Source: an optimization exercise on an open RTL-to-GDS flow (aim: small area, a short achievable clock period and few clock cycles per item). Production flows keep margins and buffers that such runs may drop. Only simulation tests tie the RTL to the original design; equivalence was not proved. No activity file was given, so power comes from the tool's default toggle rates.

### design/flow/design.v
module amp_mul_s1 (
    input  wire [31:0] t,
    output wire [25:0] ra,       
    output wire [25:0] rb,
    output wire        cin,      
    output wire        shl,      
    output wire [7:0]  ebase     
);
    wire [7:0]  et  = t[30:23];
    wire [23:0] m   = {(et != 8'd0), t[22:0]};
    wire        top = (m > 24'hB504F3);
    wire        big = (et[7:1] != 7'd0);             
    assign shl   = !top && big;
    assign ebase = top ? et - 8'd1 : (big ? et - 8'd2 : 8'd0);
    wire [47:0] a, b;
    amp_csa u_csa (.m(m), .nshl(!shl), .ra(a), .rb(b));
    wire [22:0] lo = {1'b0, a[21:0]} + {1'b0, b[21:0]};
    assign cin = lo[22];
    assign ra  = a[47:22];
    assign rb  = b[47:22];
endmodule
module amp_mul_s2 (
    input  wire [25:0] ra,
    input  wire [25:0] rb,
    input  wire        cin,
    input  wire        shl,
    input  wire [7:0]  ebase,
    output wire [30:0] y         
);
    wire [25:0] p = ra + rb + {25'd0, cin};          
    wire [24:0] x = shl ? p[25:1] : {1'b0, p[25:2]};
    assign y = {ebase + {6'd0, x[24:23]}, x[22:0]};
endmodule
module amp_csa (
    input  wire [23:0] m,
    input  wire        nshl,
    output wire [47:0] ra,
    output wire [47:0] rb
);
    wire [23:0] mn = ~m;
    wire hs0 = mn[0] ^ mn[2];
    wire hc0 = mn[0] & mn[2];
    wire fs1 = mn[1] ^ mn[3] ^ m[5];
    wire fc1 = (mn[1] & mn[3]) | (mn[1] & m[5]) | (mn[3] & m[5]);
    wire fs2 = m[0] ^ mn[2] ^ mn[4];
    wire fc2 = (m[0] & mn[2]) | (m[0] & mn[4]) | (mn[2] & mn[4]);
    wire fs3 = m[1] ^ mn[3] ^ mn[5];
    wire fc3 = (m[1] & mn[3]) | (m[1] & mn[5]) | (mn[3] & mn[5]);
    wire hs4 = m[2] ^ mn[4];
    wire hc4 = m[2] & mn[4];
    wire hs5 = m[3] ^ mn[5];
    wire hc5 = m[3] & mn[5];
    wire hs6 = m[0] ^ m[2];
    wire hc6 = m[0] & m[2];
    wire fs7 = m[1] ^ m[3] ^ m[9];
    wire fc7 = (m[1] & m[3]) | (m[1] & m[9]) | (m[3] & m[9]);
    wire fs8 = mn[0] ^ m[2] ^ m[4];
    wire fc8 = (mn[0] & m[2]) | (mn[0] & m[4]) | (m[2] & m[4]);
    wire fs9 = m[10] ^ m[12] ^ mn[16];
    wire fc9 = (m[10] & m[12]) | (m[10] & mn[16]) | (m[12] & mn[16]);
    wire fs10 = mn[1] ^ m[3] ^ m[5];
    wire fc10 = (mn[1] & m[3]) | (mn[1] & m[5]) | (m[3] & m[5]);
    wire fs11 = m[11] ^ m[13] ^ mn[17];
    wire fc11 = (m[11] & m[13]) | (m[11] & mn[17]) | (m[13] & mn[17]);
    wire fs12 = m[4] ^ m[6] ^ m[12];
    wire fc12 = (m[4] & m[6]) | (m[4] & m[12]) | (m[6] & m[12]);
    wire fs13 = m[14] ^ mn[18] ^ m[20];
    wire fc13 = (m[14] & mn[18]) | (m[14] & m[20]) | (mn[18] & m[20]);
    wire hs14 = mn[22] ^ hs0;
    wire hc14 = mn[22] & hs0;
    wire fs15 = m[7] ^ m[13] ^ m[15];
    wire fc15 = (m[7] & m[13]) | (m[7] & m[15]) | (m[13] & m[15]);
    wire fs16 = mn[19] ^ m[21] ^ 1'b1;
    wire fc16 = (mn[19] & m[21]) | (mn[19] & 1'b1) | (m[21] & 1'b1);
    wire fs17 = hc0 ^ fs1 ^ mn[23];
    wire fc17 = (hc0 & fs1) | (hc0 & mn[23]) | (fs1 & mn[23]);
    wire fs18 = m[6] ^ m[8] ^ m[14];
    wire fc18 = (m[6] & m[8]) | (m[6] & m[14]) | (m[8] & m[14]);
    wire fs19 = m[16] ^ mn[20] ^ m[22];
    wire fc19 = (m[16] & mn[20]) | (m[16] & m[22]) | (mn[20] & m[22]);
    wire fs20 = 1'b1 ^ fc1 ^ fs2;
    wire fc20 = (1'b1 & fc1) | (1'b1 & fs2) | (fc1 & fs2);
    wire fs21 = m[7] ^ m[9] ^ m[15];
    wire fc21 = (m[7] & m[9]) | (m[7] & m[15]) | (m[9] & m[15]);
    wire fs22 = m[17] ^ mn[21] ^ 1'b1;
    wire fc22 = (m[17] & mn[21]) | (m[17] & 1'b1) | (mn[21] & 1'b1);
    wire fs23 = fc2 ^ fs3 ^ m[23];
    wire fc23 = (fc2 & fs3) | (fc2 & m[23]) | (fs3 & m[23]);
    wire fs24 = mn[6] ^ m[8] ^ m[10];
    wire fc24 = (mn[6] & m[8]) | (mn[6] & m[10]) | (m[8] & m[10]);
    wire fs25 = m[16] ^ m[18] ^ mn[22];
    wire fc25 = (m[16] & m[18]) | (m[16] & mn[22]) | (m[18] & mn[22]);
    wire fs26 = 1'b1 ^ fc3 ^ hs4;
    wire fc26 = (1'b1 & fc3) | (1'b1 & hs4) | (fc3 & hs4);
    wire fs27 = mn[7] ^ m[9] ^ m[11];
    wire fc27 = (mn[7] & m[9]) | (mn[7] & m[11]) | (m[9] & m[11]);
    wire fs28 = m[17] ^ m[19] ^ 1'b1;
    wire fc28 = (m[17] & m[19]) | (m[17] & 1'b1) | (m[19] & 1'b1);
    wire fs29 = hc4 ^ hs5 ^ mn[23];
    wire fc29 = (hc4 & hs5) | (hc4 & mn[23]) | (hs5 & mn[23]);
    wire fs30 = m[4] ^ mn[6] ^ mn[8];
    wire fc30 = (m[4] & mn[6]) | (m[4] & mn[8]) | (mn[6] & mn[8]);
    wire fs31 = m[10] ^ m[12] ^ m[18];
    wire fc31 = (m[10] & m[12]) | (m[10] & m[18]) | (m[12] & m[18]);
    wire hs32 = m[20] ^ hc5;
    wire hc32 = m[20] & hc5;
    wire fs33 = m[5] ^ mn[7] ^ mn[9];
    wire fc33 = (m[5] & mn[7]) | (m[5] & mn[9]) | (mn[7] & mn[9]);
    wire fs34 = m[11] ^ m[13] ^ m[19];
    wire fc34 = (m[11] & m[13]) | (m[11] & m[19]) | (m[13] & m[19]);
    wire hs35 = m[21] ^ 1'b1;
    wire hc35 = m[21] & 1'b1;
    wire fs36 = m[6] ^ mn[8] ^ mn[10];
    wire fc36 = (m[6] & mn[8]) | (m[6] & mn[10]) | (mn[8] & mn[10]);
    wire fs37 = m[12] ^ m[14] ^ m[20];
    wire fc37 = (m[12] & m[14]) | (m[12] & m[20]) | (m[14] & m[20]);
    wire hs38 = m[22] ^ 1'b1;
    wire hc38 = m[22] & 1'b1;
    wire fs39 = m[7] ^ mn[9] ^ mn[11];
    wire fc39 = (m[7] & mn[9]) | (m[7] & mn[11]) | (mn[9] & mn[11]);
    wire fs40 = m[13] ^ m[15] ^ m[21];
    wire fc40 = (m[13] & m[15]) | (m[13] & m[21]) | (m[15] & m[21]);
    wire hs41 = 1'b1 ^ m[23];
    wire hc41 = 1'b1 & m[23];
    wire fs42 = m[8] ^ mn[10] ^ mn[12];
    wire fc42 = (m[8] & mn[10]) | (m[8] & mn[12]) | (mn[10] & mn[12]);
    wire fs43 = m[14] ^ m[16] ^ m[22];
    wire fc43 = (m[14] & m[16]) | (m[14] & m[22]) | (m[16] & m[22]);
    wire fs44 = m[9] ^ mn[11] ^ mn[13];
    wire fc44 = (m[9] & mn[11]) | (m[9] & mn[13]) | (mn[11] & mn[13]);
    wire hs45 = m[15] ^ m[17];
    wire hc45 = m[15] & m[17];
    wire fs46 = m[10] ^ mn[12] ^ mn[14];
    wire fc46 = (m[10] & mn[12]) | (m[10] & mn[14]) | (mn[12] & mn[14]);
    wire hs47 = m[11] ^ mn[13];
    wire hc47 = m[11] & mn[13];
    wire hs48 = m[12] ^ mn[14];
    wire hc48 = m[12] & mn[14];
    wire hs49 = m[13] ^ mn[15];
    wire hc49 = m[13] & mn[15];
    wire hs50 = m[14] ^ mn[16];
    wire hc50 = m[14] & mn[16];
    wire hs51 = m[15] ^ mn[17];
    wire hc51 = m[15] & mn[17];
    wire hs52 = m[0] ^ m[2];
    wire hc52 = m[0] & m[2];
    wire fs53 = m[1] ^ m[3] ^ mn[7];
    wire fc53 = (m[1] & m[3]) | (m[1] & mn[7]) | (m[3] & mn[7]);
    wire fs54 = m[2] ^ m[4] ^ mn[8];
    wire fc54 = (m[2] & m[4]) | (m[2] & mn[8]) | (m[4] & mn[8]);
    wire fs55 = m[3] ^ m[5] ^ mn[9];
    wire fc55 = (m[3] & m[5]) | (m[3] & mn[9]) | (m[5] & mn[9]);
    wire fs56 = m[4] ^ m[6] ^ mn[10];
    wire fc56 = (m[4] & m[6]) | (m[4] & mn[10]) | (m[6] & mn[10]);
    wire fs57 = m[5] ^ m[7] ^ mn[11];
    wire fc57 = (m[5] & m[7]) | (m[5] & mn[11]) | (m[7] & mn[11]);
    wire fs58 = m[0] ^ m[6] ^ m[8];
    wire fc58 = (m[0] & m[6]) | (m[0] & m[8]) | (m[6] & m[8]);
    wire hs59 = mn[12] ^ m[14];
    wire hc59 = mn[12] & m[14];
    wire fs60 = m[1] ^ m[7] ^ m[9];
    wire fc60 = (m[1] & m[7]) | (m[1] & m[9]) | (m[7] & m[9]);
    wire fs61 = mn[13] ^ m[15] ^ mn[17];
    wire fc61 = (mn[13] & m[15]) | (mn[13] & mn[17]) | (m[15] & mn[17]);
    wire fs62 = m[8] ^ m[10] ^ mn[14];
    wire fc62 = (m[8] & m[10]) | (m[8] & mn[14]) | (m[10] & mn[14]);
    wire fs63 = m[16] ^ mn[18] ^ hs6;
    wire fc63 = (m[16] & mn[18]) | (m[16] & hs6) | (mn[18] & hs6);
    wire fs64 = m[11] ^ mn[15] ^ m[17];
    wire fc64 = (m[11] & mn[15]) | (m[11] & m[17]) | (mn[15] & m[17]);
    wire fs65 = mn[19] ^ hc6 ^ fs7;
    wire fc65 = (mn[19] & hc6) | (mn[19] & fs7) | (hc6 & fs7);
    wire fs66 = m[18] ^ mn[20] ^ 1'b1;
    wire fc66 = (m[18] & mn[20]) | (m[18] & 1'b1) | (mn[20] & 1'b1);
    wire fs67 = fc7 ^ fs8 ^ fs9;
    wire fc67 = (fc7 & fs8) | (fc7 & fs9) | (fs8 & fs9);
    wire fs68 = m[19] ^ mn[21] ^ fc8;
    wire fc68 = (m[19] & mn[21]) | (m[19] & fc8) | (mn[21] & fc8);
    wire fs69 = fc9 ^ fs10 ^ fs11;
    wire fc69 = (fc9 & fs10) | (fc9 & fs11) | (fs10 & fs11);
    wire fs70 = fc10 ^ fc11 ^ fs12;
    wire fc70 = (fc10 & fc11) | (fc10 & fs12) | (fc11 & fs12);
    wire fs71 = fs13 ^ hs14 ^ nshl;
    wire fc71 = (fs13 & hs14) | (fs13 & nshl) | (hs14 & nshl);
    wire fs72 = fc12 ^ fc13 ^ hc14;
    wire fc72 = (fc12 & fc13) | (fc12 & hc14) | (fc13 & hc14);
    wire fs73 = fs15 ^ fs16 ^ fs17;
    wire fc73 = (fs15 & fs16) | (fs15 & fs17) | (fs16 & fs17);
    wire fs74 = fc15 ^ fc16 ^ fc17;
    wire fc74 = (fc15 & fc16) | (fc15 & fc17) | (fc16 & fc17);
    wire fs75 = fs18 ^ fs19 ^ fs20;
    wire fc75 = (fs18 & fs19) | (fs18 & fs20) | (fs19 & fs20);
    wire fs76 = fc18 ^ fc19 ^ fc20;
    wire fc76 = (fc18 & fc19) | (fc18 & fc20) | (fc19 & fc20);
    wire fs77 = fs21 ^ fs22 ^ fs23;
    wire fc77 = (fs21 & fs22) | (fs21 & fs23) | (fs22 & fs23);
    wire fs78 = fc21 ^ fc22 ^ fc23;
    wire fc78 = (fc21 & fc22) | (fc21 & fc23) | (fc22 & fc23);
    wire fs79 = fs24 ^ fs25 ^ fs26;
    wire fc79 = (fs24 & fs25) | (fs24 & fs26) | (fs25 & fs26);
    wire fs80 = fc24 ^ fc25 ^ fc26;
    wire fc80 = (fc24 & fc25) | (fc24 & fc26) | (fc25 & fc26);
    wire fs81 = fs27 ^ fs28 ^ fs29;
    wire fc81 = (fs27 & fs28) | (fs27 & fs29) | (fs28 & fs29);
    wire fs82 = fc27 ^ fc28 ^ fc29;
    wire fc82 = (fc27 & fc28) | (fc27 & fc29) | (fc28 & fc29);
    wire fs83 = fs30 ^ fs31 ^ hs32;
    wire fc83 = (fs30 & fs31) | (fs30 & hs32) | (fs31 & hs32);
    wire fs84 = fc30 ^ fc31 ^ hc32;
    wire fc84 = (fc30 & fc31) | (fc30 & hc32) | (fc31 & hc32);
    wire fs85 = fs33 ^ fs34 ^ hs35;
    wire fc85 = (fs33 & fs34) | (fs33 & hs35) | (fs34 & hs35);
    wire fs86 = fc33 ^ fc34 ^ hc35;
    wire fc86 = (fc33 & fc34) | (fc33 & hc35) | (fc34 & hc35);
    wire fs87 = fs36 ^ fs37 ^ hs38;
    wire fc87 = (fs36 & fs37) | (fs36 & hs38) | (fs37 & hs38);
    wire fs88 = fc36 ^ fc37 ^ hc38;
    wire fc88 = (fc36 & fc37) | (fc36 & hc38) | (fc37 & hc38);
    wire fs89 = fs39 ^ fs40 ^ hs41;
    wire fc89 = (fs39 & fs40) | (fs39 & hs41) | (fs40 & hs41);
    wire fs90 = 1'b1 ^ fc39 ^ fc40;
    wire fc90 = (1'b1 & fc39) | (1'b1 & fc40) | (fc39 & fc40);
    wire fs91 = hc41 ^ fs42 ^ fs43;
    wire fc91 = (hc41 & fs42) | (hc41 & fs43) | (fs42 & fs43);
    wire fs92 = 1'b1 ^ fc42 ^ fc43;
    wire fc92 = (1'b1 & fc42) | (1'b1 & fc43) | (fc42 & fc43);
    wire fs93 = fs44 ^ hs45 ^ m[23];
    wire fc93 = (fs44 & hs45) | (fs44 & m[23]) | (hs45 & m[23]);
    wire fs94 = m[16] ^ m[18] ^ 1'b1;
    wire fc94 = (m[16] & m[18]) | (m[16] & 1'b1) | (m[18] & 1'b1);
    wire fs95 = fc44 ^ hc45 ^ fs46;
    wire fc95 = (fc44 & hc45) | (fc44 & fs46) | (hc45 & fs46);
    wire fs96 = mn[15] ^ m[17] ^ m[19];
    wire fc96 = (mn[15] & m[17]) | (mn[15] & m[19]) | (m[17] & m[19]);
    wire fs97 = 1'b1 ^ fc46 ^ hs47;
    wire fc97 = (1'b1 & fc46) | (1'b1 & hs47) | (fc46 & hs47);
    wire fs98 = mn[16] ^ m[18] ^ m[20];
    wire fc98 = (mn[16] & m[18]) | (mn[16] & m[20]) | (m[18] & m[20]);
    wire fs99 = 1'b1 ^ hc47 ^ hs48;
    wire fc99 = (1'b1 & hc47) | (1'b1 & hs48) | (hc47 & hs48);
    wire fs100 = mn[17] ^ m[19] ^ m[21];
    wire fc100 = (mn[17] & m[19]) | (mn[17] & m[21]) | (m[19] & m[21]);
    wire fs101 = 1'b1 ^ hc48 ^ hs49;
    wire fc101 = (1'b1 & hc48) | (1'b1 & hs49) | (hc48 & hs49);
    wire fs102 = mn[18] ^ m[20] ^ m[22];
    wire fc102 = (mn[18] & m[20]) | (mn[18] & m[22]) | (m[20] & m[22]);
    wire fs103 = 1'b1 ^ hc49 ^ hs50;
    wire fc103 = (1'b1 & hc49) | (1'b1 & hs50) | (hc49 & hs50);
    wire fs104 = mn[19] ^ m[21] ^ 1'b1;
    wire fc104 = (mn[19] & m[21]) | (mn[19] & 1'b1) | (m[21] & 1'b1);
    wire fs105 = hc50 ^ hs51 ^ m[23];
    wire fc105 = (hc50 & hs51) | (hc50 & m[23]) | (hs51 & m[23]);
    wire fs106 = m[16] ^ mn[18] ^ mn[20];
    wire fc106 = (m[16] & mn[18]) | (m[16] & mn[20]) | (mn[18] & mn[20]);
    wire fs107 = m[22] ^ 1'b1 ^ hc51;
    wire fc107 = (m[22] & 1'b1) | (m[22] & hc51) | (1'b1 & hc51);
    wire fs108 = m[17] ^ mn[19] ^ mn[21];
    wire fc108 = (m[17] & mn[19]) | (m[17] & mn[21]) | (mn[19] & mn[21]);
    wire hs109 = 1'b1 ^ m[23];
    wire hc109 = 1'b1 & m[23];
    wire fs110 = m[18] ^ mn[20] ^ mn[22];
    wire fc110 = (m[18] & mn[20]) | (m[18] & mn[22]) | (mn[20] & mn[22]);
    wire hs111 = m[19] ^ mn[21];
    wire hc111 = m[19] & mn[21];
    wire hs112 = mn[0] ^ m[2];
    wire hc112 = mn[0] & m[2];
    wire hs113 = mn[1] ^ m[3];
    wire hc113 = mn[1] & m[3];
    wire hs114 = mn[2] ^ m[4];
    wire hc114 = mn[2] & m[4];
    wire hs115 = mn[3] ^ m[5];
    wire hc115 = mn[3] & m[5];
    wire fs116 = m[0] ^ mn[4] ^ m[6];
    wire fc116 = (m[0] & mn[4]) | (m[0] & m[6]) | (mn[4] & m[6]);
    wire fs117 = m[1] ^ mn[5] ^ m[7];
    wire fc117 = (m[1] & mn[5]) | (m[1] & m[7]) | (mn[5] & m[7]);
    wire fs118 = mn[6] ^ m[8] ^ mn[10];
    wire fc118 = (mn[6] & m[8]) | (mn[6] & mn[10]) | (m[8] & mn[10]);
    wire fs119 = m[9] ^ mn[11] ^ hc52;
    wire fc119 = (m[9] & mn[11]) | (m[9] & hc52) | (mn[11] & hc52);
    wire fs120 = m[10] ^ mn[12] ^ fc53;
    wire fc120 = (m[10] & mn[12]) | (m[10] & fc53) | (mn[12] & fc53);
    wire fs121 = m[11] ^ mn[13] ^ fc54;
    wire fc121 = (m[11] & mn[13]) | (m[11] & fc54) | (mn[13] & fc54);
    wire fs122 = m[12] ^ mn[14] ^ fc55;
    wire fc122 = (m[12] & mn[14]) | (m[12] & fc55) | (mn[14] & fc55);
    wire fs123 = m[13] ^ mn[15] ^ fc56;
    wire fc123 = (m[13] & mn[15]) | (m[13] & fc56) | (mn[15] & fc56);
    wire fs124 = mn[16] ^ fc57 ^ fs58;
    wire fc124 = (mn[16] & fc57) | (mn[16] & fs58) | (fc57 & fs58);
    wire fs125 = fc58 ^ hc59 ^ fs60;
    wire fc125 = (fc58 & hc59) | (fc58 & fs60) | (hc59 & fs60);
    wire fs126 = fc60 ^ fc61 ^ fs62;
    wire fc126 = (fc60 & fc61) | (fc60 & fs62) | (fc61 & fs62);
    wire fs127 = fc62 ^ fc63 ^ fs64;
    wire fc127 = (fc62 & fc63) | (fc62 & fs64) | (fc63 & fs64);
    wire fs128 = fc64 ^ fc65 ^ fs66;
    wire fc128 = (fc64 & fc65) | (fc64 & fs66) | (fc65 & fs66);
    wire fs129 = fc66 ^ fc67 ^ fs68;
    wire fc129 = (fc66 & fc67) | (fc66 & fs68) | (fc67 & fs68);
    wire fs130 = fc68 ^ fc69 ^ fs70;
    wire fc130 = (fc68 & fc69) | (fc68 & fs70) | (fc69 & fs70);
    wire fs131 = fc70 ^ fc71 ^ fs72;
    wire fc131 = (fc70 & fc71) | (fc70 & fs72) | (fc71 & fs72);
    wire fs132 = fc72 ^ fc73 ^ fs74;
    wire fc132 = (fc72 & fc73) | (fc72 & fs74) | (fc73 & fs74);
    wire fs133 = fc74 ^ fc75 ^ fs76;
    wire fc133 = (fc74 & fc75) | (fc74 & fs76) | (fc75 & fs76);
    wire fs134 = fc76 ^ fc77 ^ fs78;
    wire fc134 = (fc76 & fc77) | (fc76 & fs78) | (fc77 & fs78);
    wire fs135 = fc78 ^ fc79 ^ fs80;
    wire fc135 = (fc78 & fc79) | (fc78 & fs80) | (fc79 & fs80);
    wire fs136 = fc80 ^ fc81 ^ fs82;
    wire fc136 = (fc80 & fc81) | (fc80 & fs82) | (fc81 & fs82);
    wire fs137 = fc82 ^ fc83 ^ fs84;
    wire fc137 = (fc82 & fc83) | (fc82 & fs84) | (fc83 & fs84);
    wire fs138 = fc84 ^ fc85 ^ fs86;
    wire fc138 = (fc84 & fc85) | (fc84 & fs86) | (fc85 & fs86);
    wire fs139 = fc86 ^ fc87 ^ fs88;
    wire fc139 = (fc86 & fc87) | (fc86 & fs88) | (fc87 & fs88);
    wire fs140 = fc88 ^ fc89 ^ fs90;
    wire fc140 = (fc88 & fc89) | (fc88 & fs90) | (fc89 & fs90);
    wire fs141 = fc90 ^ fc91 ^ fs92;
    wire fc141 = (fc90 & fc91) | (fc90 & fs92) | (fc91 & fs92);
    wire fs142 = fc92 ^ fc93 ^ fs94;
    wire fc142 = (fc92 & fc93) | (fc92 & fs94) | (fc93 & fs94);
    wire fs143 = fc94 ^ fc95 ^ fs96;
    wire fc143 = (fc94 & fc95) | (fc94 & fs96) | (fc95 & fs96);
    wire fs144 = fc96 ^ fc97 ^ fs98;
    wire fc144 = (fc96 & fc97) | (fc96 & fs98) | (fc97 & fs98);
    wire fs145 = fc98 ^ fc99 ^ fs100;
    wire fc145 = (fc98 & fc99) | (fc98 & fs100) | (fc99 & fs100);
    wire fs146 = fc100 ^ fc101 ^ fs102;
    wire fc146 = (fc100 & fc101) | (fc100 & fs102) | (fc101 & fs102);
    wire fs147 = fc102 ^ fc103 ^ fs104;
    wire fc147 = (fc102 & fc103) | (fc102 & fs104) | (fc103 & fs104);
    wire fs148 = fc104 ^ fc105 ^ fs106;
    wire fc148 = (fc104 & fc105) | (fc104 & fs106) | (fc105 & fs106);
    wire fs149 = fc106 ^ fc107 ^ fs108;
    wire fc149 = (fc106 & fc107) | (fc106 & fs108) | (fc107 & fs108);
    wire fs150 = 1'b1 ^ fc108 ^ hc109;
    wire fc150 = (1'b1 & fc108) | (1'b1 & hc109) | (fc108 & hc109);
    wire fs151 = 1'b1 ^ fc110 ^ hs111;
    wire fc151 = (1'b1 & fc110) | (1'b1 & hs111) | (fc110 & hs111);
    wire hs152 = m[20] ^ mn[22];
    wire hc152 = m[20] & mn[22];
    wire hs153 = m[21] ^ 1'b1;
    wire hc153 = m[21] & 1'b1;
    wire hs154 = mn[4] ^ 1'b1;
    wire hc154 = mn[4] & 1'b1;
    wire fs155 = mn[5] ^ hc112 ^ hs113;
    wire fc155 = (mn[5] & hc112) | (mn[5] & hs113) | (hc112 & hs113);
    wire fs156 = mn[6] ^ hc113 ^ hs114;
    wire fc156 = (mn[6] & hc113) | (mn[6] & hs114) | (hc113 & hs114);
    wire fs157 = mn[7] ^ hc114 ^ hs115;
    wire fc157 = (mn[7] & hc114) | (mn[7] & hs115) | (hc114 & hs115);
    wire fs158 = mn[8] ^ hc115 ^ fs116;
    wire fc158 = (mn[8] & hc115) | (mn[8] & fs116) | (hc115 & fs116);
    wire fs159 = mn[9] ^ fc116 ^ fs117;
    wire fc159 = (mn[9] & fc116) | (mn[9] & fs117) | (fc116 & fs117);
    wire fs160 = hs52 ^ fc117 ^ fs118;
    wire fc160 = (hs52 & fc117) | (hs52 & fs118) | (fc117 & fs118);
    wire fs161 = fs53 ^ fc118 ^ fs119;
    wire fc161 = (fs53 & fc118) | (fs53 & fs119) | (fc118 & fs119);
    wire fs162 = fs54 ^ fc119 ^ fs120;
    wire fc162 = (fs54 & fc119) | (fs54 & fs120) | (fc119 & fs120);
    wire fs163 = fs55 ^ fc120 ^ fs121;
    wire fc163 = (fs55 & fc120) | (fs55 & fs121) | (fc120 & fs121);
    wire fs164 = fs56 ^ fc121 ^ fs122;
    wire fc164 = (fs56 & fc121) | (fs56 & fs122) | (fc121 & fs122);
    wire fs165 = fs57 ^ fc122 ^ fs123;
    wire fc165 = (fs57 & fc122) | (fs57 & fs123) | (fc122 & fs123);
    wire fs166 = hs59 ^ fc123 ^ fs124;
    wire fc166 = (hs59 & fc123) | (hs59 & fs124) | (fc123 & fs124);
    wire fs167 = fs61 ^ fc124 ^ fs125;
    wire fc167 = (fs61 & fc124) | (fs61 & fs125) | (fc124 & fs125);
    wire fs168 = fs63 ^ fc125 ^ fs126;
    wire fc168 = (fs63 & fc125) | (fs63 & fs126) | (fc125 & fs126);
    wire fs169 = fs65 ^ fc126 ^ fs127;
    wire fc169 = (fs65 & fc126) | (fs65 & fs127) | (fc126 & fs127);
    wire fs170 = fs67 ^ fc127 ^ fs128;
    wire fc170 = (fs67 & fc127) | (fs67 & fs128) | (fc127 & fs128);
    wire fs171 = fs69 ^ fc128 ^ fs129;
    wire fc171 = (fs69 & fc128) | (fs69 & fs129) | (fc128 & fs129);
    wire fs172 = fs71 ^ fc129 ^ fs130;
    wire fc172 = (fs71 & fc129) | (fs71 & fs130) | (fc129 & fs130);
    wire fs173 = fs73 ^ fc130 ^ fs131;
    wire fc173 = (fs73 & fc130) | (fs73 & fs131) | (fc130 & fs131);
    wire fs174 = fs75 ^ fc131 ^ fs132;
    wire fc174 = (fs75 & fc131) | (fs75 & fs132) | (fc131 & fs132);
    wire fs175 = fs77 ^ fc132 ^ fs133;
    wire fc175 = (fs77 & fc132) | (fs77 & fs133) | (fc132 & fs133);
    wire fs176 = fs79 ^ fc133 ^ fs134;
    wire fc176 = (fs79 & fc133) | (fs79 & fs134) | (fc133 & fs134);
    wire fs177 = fs81 ^ fc134 ^ fs135;
    wire fc177 = (fs81 & fc134) | (fs81 & fs135) | (fc134 & fs135);
    wire fs178 = fs83 ^ fc135 ^ fs136;
    wire fc178 = (fs83 & fc135) | (fs83 & fs136) | (fc135 & fs136);
    wire fs179 = fs85 ^ fc136 ^ fs137;
    wire fc179 = (fs85 & fc136) | (fs85 & fs137) | (fc136 & fs137);
    wire fs180 = fs87 ^ fc137 ^ fs138;
    wire fc180 = (fs87 & fc137) | (fs87 & fs138) | (fc137 & fs138);
    wire fs181 = fs89 ^ fc138 ^ fs139;
    wire fc181 = (fs89 & fc138) | (fs89 & fs139) | (fc138 & fs139);
    wire fs182 = fs91 ^ fc139 ^ fs140;
    wire fc182 = (fs91 & fc139) | (fs91 & fs140) | (fc139 & fs140);
    wire fs183 = fs93 ^ fc140 ^ fs141;
    wire fc183 = (fs93 & fc140) | (fs93 & fs141) | (fc140 & fs141);
    wire fs184 = fs95 ^ fc141 ^ fs142;
    wire fc184 = (fs95 & fc141) | (fs95 & fs142) | (fc141 & fs142);
    wire fs185 = fs97 ^ fc142 ^ fs143;
    wire fc185 = (fs97 & fc142) | (fs97 & fs143) | (fc142 & fs143);
    wire fs186 = fs99 ^ fc143 ^ fs144;
    wire fc186 = (fs99 & fc143) | (fs99 & fs144) | (fc143 & fs144);
    wire fs187 = fs101 ^ fc144 ^ fs145;
    wire fc187 = (fs101 & fc144) | (fs101 & fs145) | (fc144 & fs145);
    wire fs188 = fs103 ^ fc145 ^ fs146;
    wire fc188 = (fs103 & fc145) | (fs103 & fs146) | (fc145 & fs146);
    wire fs189 = fs105 ^ fc146 ^ fs147;
    wire fc189 = (fs105 & fc146) | (fs105 & fs147) | (fc146 & fs147);
    wire fs190 = fs107 ^ fc147 ^ fs148;
    wire fc190 = (fs107 & fc147) | (fs107 & fs148) | (fc147 & fs148);
    wire fs191 = hs109 ^ fc148 ^ fs149;
    wire fc191 = (hs109 & fc148) | (hs109 & fs149) | (fc148 & fs149);
    wire fs192 = fs110 ^ fc149 ^ fs150;
    wire fc192 = (fs110 & fc149) | (fs110 & fs150) | (fc149 & fs150);
    wire fs193 = fc150 ^ fs151 ^ mn[23];
    wire fc193 = (fc150 & fs151) | (fc150 & mn[23]) | (fs151 & mn[23]);
    wire fs194 = hc111 ^ fc151 ^ hs152;
    wire fc194 = (hc111 & fc151) | (hc111 & hs152) | (fc151 & hs152);
    wire fs195 = hc152 ^ hs153 ^ mn[23];
    wire fc195 = (hc152 & hs153) | (hc152 & mn[23]) | (hs153 & mn[23]);
    wire hs196 = m[22] ^ hc153;
    wire hc196 = m[22] & hc153;
    wire hs197 = 1'b1 ^ m[23];
    wire hc197 = 1'b1 & m[23];
    assign ra = {hc196, fc195, fc194, fc193, fc192, fc191, fc190, fc189, fc188, fc187, fc186, fc185, fc184, fc183, fc182, fc181, fc180, fc179, fc178, fc177, fc176, fc175, fc174, fc173, fc172, fc171, fc170, fc169, fc168, fc167, fc166, fc165, fc164, fc163, fc162, fc161, fc160, fc159, fc158, fc157, fc156, fc155, hc154, hs112, m[1], m[0], mn[1], mn[0]};
    assign rb = {hs197, hs196, fs195, fs194, fs193, fs192, fs191, fs190, fs189, fs188, fs187, fs186, fs185, fs184, fs183, fs182, fs181, fs180, fs179, fs178, fs177, fs176, fs175, fs174, fs173, fs172, fs171, fs170, fs169, fs168, fs167, fs166, fs165, fs164, fs163, fs162, fs161, fs160, fs159, fs158, fs157, fs156, fs155, hs154, mn[3], mn[2], 1'b0, 1'b1};
endmodule
module oqpsk_mod (
    input  wire        clk,
    input  wire        rst,
    input  wire        cmd_valid,
    output wire        cmd_ready,
    input  wire [1:0]  cmd_op,
    input  wire [7:0]  cmd_arg,
    input  wire [31:0] cmd_data,
    output reg         out_valid,
    input  wire        out_ready,
    output reg  [31:0] out_i,
    output reg  [31:0] out_q
);
    localparam        NTAPS   = 24;
    localparam [1:0] OP_CONFIG = 2'd0;
    localparam [1:0] OP_TAP    = 2'd1;
    localparam [1:0] OP_BYTE   = 2'd2;
    reg        r_v;
    reg [1:0]  r_op;
    reg [7:0]  r_arg;
    reg [31:0] r_data;
    reg        rdy;
    assign cmd_ready = rdy;
    wire acc = cmd_valid && rdy;
    reg [3:0]  s_m1;         
    reg [3:0]  h;            
    reg [2:0]  rot;
    reg [2:0]  rot_a;        
    reg [2:0]  rot_b;        
    reg        busy;
    reg [7:0]  sym;          
    reg [1:0]  pair;
    reg [3:0]  k;            
    reg [4:0]  kq;           
    reg [3:0]  e_sm1;        
    reg [3:0]  e_h;          
    reg [31:0] ring_0 [0:7];
    reg [31:0] ring_1 [0:7];
    reg [31:0] ring_2 [0:7];
    wire adv       = !out_valid || out_ready;
    wire last_k    = (k == e_sm1);
    wire last_pair = (pair == 2'd3);
    wire r_byte  = (r_op == OP_BYTE);
    wire r_tap   = (r_op == OP_TAP);
    wire r_tapw  = r_tap && (r_arg < NTAPS);
    reg        s1_v;
    wire [4:0] e_top = {1'b0, e_sm1} + {1'b0, e_h};
    wire tap_safe = !busy || (last_pair && ({1'b0, k} > r_arg[4:0]))
                          || (r_arg[4:0] > e_top);
    function aligned(input [2:0] r, input [4:0] j);
        aligned = (r == j[2:0]);
    endfunction
    wire tap_go   = tap_safe && aligned(rot_a, r_arg[4:0]);
    wire start_c = r_v && r_byte && (!busy || last_k && last_pair);
    wire en_e    = !busy || adv;                     
    wire start   = start_c && en_e;
    wire r_cons  = r_byte ? start : (!r_tapw || tap_go);
    wire       r_cons_c = r_byte ? (r_v && !busy) : (!r_tapw || tap_go);
    wire no_start  = !(r_v && r_byte);
    wire idle_pred = !busy && no_start;
    function sure(input [1:0] op, input [7:0] arg);
        sure = (op == OP_CONFIG) || (op == 2'd3) ||
               (op == OP_TAP && !(arg < NTAPS)) ||
               (op == OP_BYTE && idle_pred) ||
               (op == OP_TAP && no_start && aligned(rot_b, arg[4:0]) &&
                (!busy || (last_pair && ({1'b0, k} > arg[4:0])) || (arg[4:0] > e_top)));
    endfunction
    wire r_free   = !r_v || r_cons_c;
    wire sure_cmd = sure(cmd_op, cmd_arg);
    wire sure_r   = !(r_v && !r_cons_c) || sure(r_op, r_arg);
    wire rdy_d = acc ? sure_cmd : sure_r;
    wire [25:0] m_ra, m_rb;
    wire        m_cin;
    wire        m_shl;
    wire [7:0]  m_eb;
    amp_mul_s1 u_s1 (.t(r_data), .ra(m_ra), .rb(m_rb), .cin(m_cin),
                     .shl(m_shl), .ebase(m_eb));
    reg [1:0]  s1_b;             
    reg        s1_sgn;
    reg        s1_shl;
    reg [7:0]  s1_eb;
    reg [25:0] s1_ra, s1_rb;
    reg        s1_cin;
    wire [30:0] m_y;
    amp_mul_s2 u_s2 (.ra(s1_ra), .rb(s1_rb), .cin(s1_cin), .shl(s1_shl),
                     .ebase(s1_eb), .y(m_y));
    wire [31:0] w_word = {s1_sgn, m_y};
    integer p;
    always @(posedge clk) begin
        s1_b   <= r_arg[4:3];
        s1_sgn <= r_data[31];
        s1_shl <= m_shl;
        s1_eb  <= m_eb;
        s1_ra  <= m_ra;
        s1_rb  <= m_rb;
        s1_cin <= m_cin;
        for (p = 0; p < 7; p = p + 1) begin
            ring_0[p] <= ring_0[p + 1];
            ring_1[p] <= ring_1[p + 1];
            ring_2[p] <= ring_2[p + 1];
        end
        ring_0[7] <= (s1_v && s1_b == 2'd0) ? w_word : ring_0[0];
        ring_1[7] <= (s1_v && s1_b == 2'd1) ? w_word : ring_1[0];
        ring_2[7] <= (s1_v && s1_b[1])      ? w_word : ring_2[0];
    end
    wire ineg = sym[7] ^ sym[6];
    wire qneg = sym[7];
    wire [2:0] pos_i = k[2:0] - rot;
    wire [2:0] pos_q = kq[2:0] - rot;
    wire [7:0] oh_i  = 8'd1 << pos_i;
    wire [7:0] oh_q  = 8'd1 << pos_q;
    wire [7:0] sel_i0 = k[3] ? 8'd0 : oh_i;
    wire [7:0] sel_i1 = k[3] ? oh_i : 8'd0;
    wire [7:0] sel_q0 = (kq[4:3] == 2'd0) ? oh_q : 8'd0;
    wire [7:0] sel_q1 = (kq[4:3] == 2'd1) ? oh_q : 8'd0;
    wire [7:0] sel_q2 = kq[4] ? oh_q : 8'd0;
    reg  [31:0] pi, pq;
    always @* begin
        pi = 32'd0;
        pq = 32'd0;
        for (p = 0; p < 8; p = p + 1) begin
            pi = pi | ({32{sel_i0[p]}} & ring_0[p]) | ({32{sel_i1[p]}} & ring_1[p]);
            pq = pq | ({32{sel_q0[p]}} & ring_0[p]) | ({32{sel_q1[p]}} & ring_1[p])
                    | ({32{sel_q2[p]}} & ring_2[p]);
        end
    end
    always @(posedge clk) begin
        if (r_free) begin
            r_op   <= cmd_op;
            r_arg  <= cmd_arg;
            r_data <= cmd_data;
        end
        if (r_v && r_op == OP_CONFIG) begin
            s_m1 <= r_arg[3:0];
            h    <= ({1'b0, r_arg[3:0]} + 5'd1) >> 1;
        end
        if (busy && adv) begin
            out_i <= {pi[31] ^ ineg, pi[30:0]};
            out_q <= {pq[31] ^ qneg, pq[30:0]};
        end
        if (en_e) begin
            if (start_c) begin
                e_sm1 <= s_m1;
                e_h   <= h;
                sym   <= r_arg;
                pair  <= 2'd0;
                k     <= 4'd0;
                kq    <= {1'b0, h};
            end else if (busy) begin
                if (last_k) begin
                    k    <= 4'd0;
                    kq   <= {1'b0, e_h};
                    pair <= pair + 2'd1;
                    sym  <= {sym[5:0], 2'b00};
                end else begin
                    k    <= k + 4'd1;
                    kq   <= kq + 5'd1;
                end
            end
        end
    end
    always @(posedge clk) begin
        if (rst) begin
            r_v       <= 1'b0;
            rdy       <= 1'b1;
            busy      <= 1'b0;
            out_valid <= 1'b0;
            s1_v      <= 1'b0;
            rot       <= 3'd0;
            rot_a     <= 3'd1;
            rot_b     <= 3'd2;
        end else begin
            r_v   <= acc || (r_v && !r_cons);
            rdy   <= rdy_d;
            s1_v  <= r_v && r_tapw && tap_go;
            rot   <= rot + 3'd1;
            rot_a <= rot_a + 3'd1;
            rot_b <= rot_b + 3'd1;
            if (en_e)
                busy <= start_c || (busy && !(last_k && last_pair));
            out_valid <= busy || (out_valid && !out_ready);
        end
    end
endmodule
### design/flow/flow/run.sh
#!/bin/bash
# The standard layout (the standard.sh, whole), with these changes:
#  - ports are buffered with buf_2 cells (the default picks a slow delay cell);
#  - clock tree synthesis does not add dummy loads and clusters up to 28
#    sinks per clkbuf_16;
#  - timing repair aims for 16.5 ns of setup slack (the clock stays 22 ns).
set -euo pipefail
export BUFFER_PORTS_ARGS="-buffer_cell sky130_fd_sc_hd__buf_2"
export CTS_ARGS="-sink_clustering_enable -repair_clock_nets -dont_use_dummy_load -buf_list sky130_fd_sc_hd__clkbuf_16 -sink_clustering_size 28 -sink_clustering_max_diameter 130"
export SETUP_SLACK_MARGIN=16.5
bash standard.sh > standard.log 2>&1
### design/flow/standard.sh
#!/bin/bash
# synth_recipe.tcl (not shown) runs the flow's synth.tcl, then flattens the netlist and writes it again
# the make line also repeats each setting of config.mk as NAME=value (left out here)
make -C /OpenROAD-flow-scripts/flow DESIGN_CONFIG=/design/flow/config.mk WORK_HOME=/design/flow/orfs CLKGATE_MAP_FILE= SYNTH_SCRIPT=/design/flow/synth_recipe.tcl "${@:-finish}"
### design/flow/config.mk
export PLATFORM = sky130hd
export DESIGN_NAME = oqpsk_mod
export DESIGN_NICKNAME = oqpsk_mod
export VERILOG_FILES = /design/flow/design.v
export SDC_FILE = /design/flow/constraint.sdc
export NUM_CORES = 4
export LEC_CHECK = 0
export CAP_MARGIN = 20
export CORE_MARGIN = 2
export CORE_UTILIZATION = 40
export PLACE_DENSITY = 0.9
export SLEW_MARGIN = 20
### design/flow/constraint.sdc
create_clock -name core_clock -period 22.0 [get_ports {clk}]
set_input_delay 4.4000 -clock core_clock [delete_from_list [all_inputs] [get_ports {clk}]]
set_output_delay 4.4000 -clock core_clock [all_outputs]
set_load 0.01 [all_outputs]
==> reports/results.txt, run 1 <==
Status: complete, no violations
Gr ovfl total: 0
Clock Path Buffers: 3
Number of DRC markers in iteration 0: 4769
Largest net degree at the start of global routing: 65
Worst-Margin Slew: 1.09 ns
Clock root buffer: clkbuf_16
Port buffer count: 111
Minimum clock period: 5.57 ns
CTS Hold Bufs: 0
Clk sink count: 988
Vias in the first global route: 28000
Sw Share: 33.3%
Reg power frac: 50.3%
Overall Global Routing Usage: 22.6%
Die X: 311 um
Comb pwr share: 26.7%
Psw: 0.00128 W
Worst Hold Class: register to register
Full die area: 0.0965 sq mm
Synth warnings: 4
Cell Area, Placed: 0.0397 sq mm
Clock power share: 23.1%
Pre-antenna DRT Iters: 10
Core box area: 0.0932 sq mm
CTS tree: yes
RSZ-0062 raised after global routing: yes
WL per Instance: 25.4 um
Post-synth top area share: 45.1%
Later-pin clock latency in the skew report: 0.61 ns
GPL Wtd Cong: 0.917
Total CTS buffers: 42
Htree depth: 2
Post-synth net total: 3481
Number of enable flip-flop cells after synthesis: 141
Sequential share of the synthesized area: 56.3%
Pint: 0.00256 W
Setup Viol. Count Final: 0
Cell Area, Synth: 0.0376 sq mm
Detailed-placement wirelength estimate: 67600 um
Final hold vios: 0
Ys async rst share: 0%
Max Cap Viol: 0
Setup CP Type: register to output port
Die Span Y: 311 um
Top_reg_cell synth: dfxtp_1
CP arrival: 1.17 ns
Post-synth top area cell: dfxtp_1
Via Count: 27800
Worst setup EP type: output port
Max stage delay on crit path: 0.38 ns
Critical Path, Cell by Cell: buf_2
Clock skew: 0.0782 ns
Cell area power density: 94.0 mW/mm^2
Dominant cells by area after synthesis: dfxtp_1 (45%), edfxtp_1 (11%), fa_1 (8.0%)
Fmax: 0.180 GHz
FP Rows: 112
Residual DRC: 0
Max VDD drop: 70.2 uV
Final TNS setup: 0 ns
Final core occ: 43.8%
Setup crit start kind: register
Crit-path max FO: 1
Slew headroom: 27.0%
Initial Util: 40.4%
Area grow syn2layout: 8.50%
First-pass GRT wire length: 168000 um
P_leak: 15.7 nW
Ports: 112
Antenna violations before repair: 3
Syn_area_per_cell: 11.9 sq um
Req. time, crit path: 17.60 ns
Layout Nets: 3528
Pins over their slew limit: 0
Netlist cell types: 67
Slowest CP cell: edfxtp_1
Total power draw: 0.00383 W
Delay-heaviest family, CP: flip-flops
Clock Pin Slew Worst Setup and Hold Paths: 0.11 ns
Period utilisation layout: 25.3%
Hold slack: 0.314 ns
Seq cells post-synth: 988
Final instance area: 0.0408 sq mm
Vias/cell: 6.25
Buf/Inv on CP: 1
Post-route ant nets: 0
Post-Synthesis Cells: 3152
DRT Wirelength: 113000 um
Layout cell share with drive strength beyond 1: 8.63%
[cell usage after synthesis (all sizes together) (18+ instances only)]
master	n
xor2	23
clkbuf	84
mux2i	18
nor2	118
a22oi	255
o21ai	127
edfxtp	141
dfxtp	847
nand4	101
nand2	146
ha	133
fa	150
a21oi	41
buf	70
a22o	195
xnor2	37
nand3	48
inv	242
a221oi	196
[final timing paths]
path                         start                    end  slack, ns  depth (start not counted)
max reg2reg       s1_ra[0]$_DFF_P_  ring_1[7][27]$_DFF_P_      16.97                         19
min          ring_2[7][24]$_DFF_P_  ring_2[6][24]$_DFF_P_       0.31                          0
max             out_q[7]$_DFFE_PP_               out_q[7]      16.43                          1
min reg2reg  ring_2[7][24]$_DFF_P_  ring_2[6][24]$_DFF_P_       0.31                          0
[power groups by stage]
stage          logic [W]  registers [W]  clock network (W)
6_report         0.00102        0.00193           0.000884
2_1_floorplan   0.000632        0.00195                  0
3_3_place_gp    0.000935        0.00197                  0
5_1_grt          0.00111        0.00193           0.000941
4_1_cts         0.000983        0.00193           0.000882
3_5_place_dp    0.000976        0.00197                  0
[registers in the layout, indices dropped and copies added, names as in the netlist, 3 cells and up]
name / cells
r_data: 32
e_h: 4
ring_0: 256
s1_ra: 26
s_m1: 4
rot: 3
rot_a: 3
ring_1: 256
rot_b: 3
s1_rb: 26
k: 4
out_q: 32
ring_2: 256
h: 4
s1_eb: 8
r_arg: 8
kq: 5
e_sm1: 4
out_i: 32
sym: 8
[stage by stage]
stage | setup slack [ns] | instances
floorplan | 16.19 | 3152
global placement | 15.80 | 4409
detailed placement | 15.76 | 4409
CTS | 16.39 | 4451
global route | 16.38 | 4451
finish | 16.43 | 4452
[cell type report]
class | count | area, sq um
Antenna cell | 1 | 2.50
Clock buffer | 42 | 1050
Fill cell | 8118 | 52400
Inverter | 242 | 916
Multi-Input combinational cell | 1768 | 15200
Sequential cell | 988 | 21200
Tap cell | 1254 | 1570
Timing Repair Buffer | 157 | 905
[per-layer routing]
metal	share of wire, %	GRT usage [%]	wire length [um]	up-vias
met5	0.0097	0.148	11	-
met4	6.6	12.1	7450	2
met3	15	7.92	17000	623
met2	43	34.5	48700	2333
met1	35	27.9	39800	13200
li1	-	-	-	11600
[placed cells by master (no fill, tap or decap), drive strengths merged, types with 4 or more instances in the layout]
cell type and count:
clkbuf 42, nand4 101, nor2 118, a31oi 5, a2111oi 4, or2 6, dfxtp 847, a22oi 255
a22o 195, nor3 12, a21o 13, buf 157, a21oi 41, o21a 13, edfxtp 141, o21ai 127
o22ai 5, inv 242, nor2b 15, xor2 23, nand2b 15, mux2i 18, nor3b 4, xnor2 37
and2 6, a221oi 196, fa 150, o31ai 12, nand2 146, nand3 48, a211oi 8, mux2 12
ha 133, and3 8, o211ai 11, nor4 4
[what timing repair did]
item / CTS / global route
gates cloned: 0 / 0
setup buffers: 0 / 0
endpoints found under the setup margin: 117 / 74
resized for setup: 1 / 1
[logic make-up after synthesis]
group	Yosys count	synth area share, %
buf+inv	396	4.20
flops	988	56.3
compound gates	902	18.3
simple gates	492	6.41
xor+xnor	61	1.46
fa+ha+maj	283	12.4
mux	30	0.838
Testbench counts, summed over its fixed seeds: cycles 87,959, items 86,016.
==> run 2: changes to the inputs <==
--- a/design/flow/flow/run.sh
+++ b/design/flow/flow/run.sh
@@ -5,3 +5,3 @@
 #    sinks per clkbuf_16;
-#  - timing repair aims for 16.5 ns of setup slack (the clock stays 22 ns).
+#  - timing repair aims for 17.0 ns of setup slack (the clock stays 22 ns).
 set -euo pipefail
@@ -9,3 +9,3 @@
 export CTS_ARGS="-sink_clustering_enable -repair_clock_nets -dont_use_dummy_load -buf_list sky130_fd_sc_hd__clkbuf_16 -sink_clustering_size 28 -sink_clustering_max_diameter 130"
-export SETUP_SLACK_MARGIN=16.5
+export SETUP_SLACK_MARGIN=17.0
 bash standard.sh > standard.log 2>&1
==> run 2 against run 1 <==
Net effect:
- fmax about the same
- synthesized area unchanged
- clock skew fell by 0.029 ns
- sequential power barely moved
- highest routed layer unchanged
- non-clock buffer count rose by 3
- critical path type unchanged
- still clean
- worst setup slack better by 0.00060 ns
- largest power group unchanged
- clock-buffer cell count unchanged
==> reports/results.txt, run 2 <==
Met1 global-route usage: 27.9%
Number of enable flip-flop cells after synthesis: 141
Psw: 0.00129 W
CP arrival: 1.17 ns
Worst Hold Depth: 0
Setup Viol. Count Final: 0
Die Span Y: 311 um
Max stage delay on crit path: 0.39 ns
FP Rows: 112
Pint: 0.00256 W
Met2 usage: 34.6%
Worst setup EP type: output port
Fmax: 0.180 GHz
Detailed-placement wirelength estimate: 67000 um
Critical Path, Cell by Cell: buf_2
Most common cell after layout, fill and taps aside: dfxtp_1
Clock root buffer: clkbuf_16
Port buffer count: 111
Cell area power density: 94.1 mW/mm^2
Post-synth net total: 3481
Top-count cell post-synth: dfxtp_1
Area grow syn2layout: 8.89%
Core box area: 0.0932 sq mm
Later-pin clock latency in the skew report: 0.63 ns
Clock Pin Slew Worst Setup and Hold Paths: 0.11 ns
Hold_sp: ring_2[4][1]$_DFF_P_
Antenna violations before repair: 5
RSZ-0062 raised after global routing: yes
Max Cap Viol: 0
R2R depth: 17
Delay-heaviest family, CP: flip-flops
Top_reg_cell synth: dfxtp_1
Comb pwr share: 27.0%
Setup crit start kind: register
Minimum clock period: 5.57 ns
Post-synth top area share: 45.1%
Largest registers: ring_0 (256), ring_1 (256), ring_2 (256)
Vias in the first global route: 28000
Ys async rst share: 0%
WL per Instance: 25.4 um
Clock skew: 0.0494 ns
Reg-to-reg startpoint: s1_ra[0]$_DFF_P_
Seq cells post-synth: 988
Sw Share: 33.5%
Clock Path Buffers: 3
Final TNS setup: 0 ns
Setup CP Type: register to output port
Synth warnings: 4
GPL Wtd Cong: 0.944
Period utilisation layout: 25.3%
Htree depth: 2
Crit-path max FO: 1
Syn_area_per_cell: 11.9 sq um
Residual DRC: 0
Layout Nets: 3531
P_leak: 15.8 nW
Dominant cells by area after synthesis: dfxtp_1 (45%), edfxtp_1 (11%), fa_1 (8.0%)
CP Depth: 1
Vias/cell: 6.27
Pre-antenna DRT Iters: 19
Initial Util: 40.4%
Layout cell share with drive strength beyond 1: 9.09%
Final hold vios: 0
Full die area: 0.0965 sq mm
Clock power share: 23.0%
Max VDD drop: 67.6 uV
Commonest non-fill, non-tap cells in the layout: dfxtp_1 (844), a22oi_1 (255), inv_1 (241)
Worst-Margin Slew: 1.17 ns
Netlist cell types: 67
Reg power frac: 50.1%
Buf/Inv on CP: 1
CTS tree: yes
Post-synth top area cell: dfxtp_1
Largest net degree at the start of global routing: 65
Post-synth top cells: dfxtp_1 (847), a22oi_1 (255), inv_1 (242)
Slowest CP cell: edfxtp_1
Sequential share of the synthesized area: 56.3%
Post-Synthesis Cells: 3152
Req. time, crit path: 17.60 ns
Pins over their slew limit: 0
Layer with the highest usage: met2
Post-route ant nets: 0
Worst Hold Class: register to register
Ports: 112
Post-Place Cells: 4409
Status: complete, no violations
Critical path startpoint: out_q[4]$_DFFE_PP_
First-pass GRT wire length: 168000 um
Gr ovfl total: 0
Overall Global Routing Usage: 22.5%
Fin cells: 4457
Total CTS buffers: 42
Slew headroom: 21.8%
Die X: 311 um
Number of DRC markers in iteration 0: 4687
Met3 Use GR: 7.84%
DRT Wirelength: 113000 um
Clk sink count: 988
Cell Area, Synth: 0.0376 sq mm
Via Count: 27900
FILL cells: 8153
run 2: changes by cell type in the layout (fill, tap and decap cells not counted), sizes merged:
cell,change
diode,+2
buf,+3
run 2: worst paths after layout:
path / to / slack, ns
worst min-delay path: ring_2[3][1]$_DFF_P_ / 0.33
worst max-delay path: out_q[4] / 16.43
worst min register to register: ring_2[3][1]$_DFF_P_ / 0.33
worst max register to register: ring_1[7][25]$_DFF_P_ / 17.21
run 2: power by group through the flow:
| stage | Combinational [W] | Sequential [W] | Clock [W] |
|---|---|---|---|
| finish | 0.00104 | 0.00193 | 0.000885 |
| detailed placement | 0.000976 | 0.00197 | 0 |
| CTS | 0.000984 | 0.00193 | 0.000885 |
| global placement | 0.000932 | 0.00197 | 0 |
| global route | 0.00111 | 0.00193 | 0.000943 |
| floorplan | 0.000632 | 0.00195 | 0 |
run 2: metrics by stage:
stage	hold slack, ns	power (W)	setup WS (ns)	util (%)	area [sq um]
after floorplan	0.323	0.00259	16.19	-	37600
after global placement	0.333	0.00290	15.69	42.6	39700
after detailed placement	0.337	0.00294	15.64	42.6	39700
after CTS	0.333	0.00380	16.41	43.9	40900
after global routing	0.338	0.00398	16.40	43.9	40900
final	0.330	0.00385	16.43	43.9	40900
run 2: kinds of logic after synthesis:
group | after synthesis | synth area share [%]
buf+inv | 396 | 4.20
xor+xnor | 61 | 1.46
mux | 30 | 0.838
fa+ha+maj | 283 | 12.4
simple gates | 492 | 6.41
flops | 988 | 56.3
compound gates | 902 | 18.3
run 2: final cells by class:
class                   count  area, sq um  area share, %
diodes                      3         7.51         0.0183
repair buffers            160          966           2.36
clock buffers              42         1050           2.57
well taps                1254         1570           3.83
inverters                 242          916           2.24
flip-flops and latches    988        21200           51.8
multi-input cells        1768        15200           37.2
run 2: what timing repair did:
action / in CTS / in global routing
setup buffers: 2 / 1
resized for setup: 15 / 10
setup endpoints to repair: 135 / 88
hold buffers: 0 / 0
pin swaps: 9 / 6
cloned: 0 / 0
run 2: per-layer routing:
layer | vias to the layer above | wire (um)
li1 | 11600 | -
met1 | 13300 | 39900
met2 | 2371 | 49200
met3 | 607 | 17100
met4 | 8 | 6980
met5 | - | 92

port drivers added, routing unchanged:
The results above use ideal ports. As a check the final layouts listed here were re-extracted and re-timed, cells and wires unchanged. Step 1: set_driving_cell puts a clkbuf_16 on clk and a buf_2 on each other input, an assumption about the parent block. Step 2 moves the port delays by t, midway between the first and last clock arrival at a register: inputs arrive t later, outputs are due t later. That takes back most of the time a late clock gives input paths. a / b / c = ideal / step 1 / step 2; a / b = the first two.
| run | t (ns) | setup WS [ns] | worst data-port slew with drivers (ns) |
|---|---|---|---|
| run 1 | 0.654 | 16.432 / 16.364 / 16.010 | 0.04 |
| run 2 | 0.668 | 16.432 / 16.370 / 16.216 | 0.06 |
After both steps every run listed still meets setup and hold. The setup slack of run 1, which loses most, moves by -0.068 ns with the drivers and by -0.422 ns with both steps.
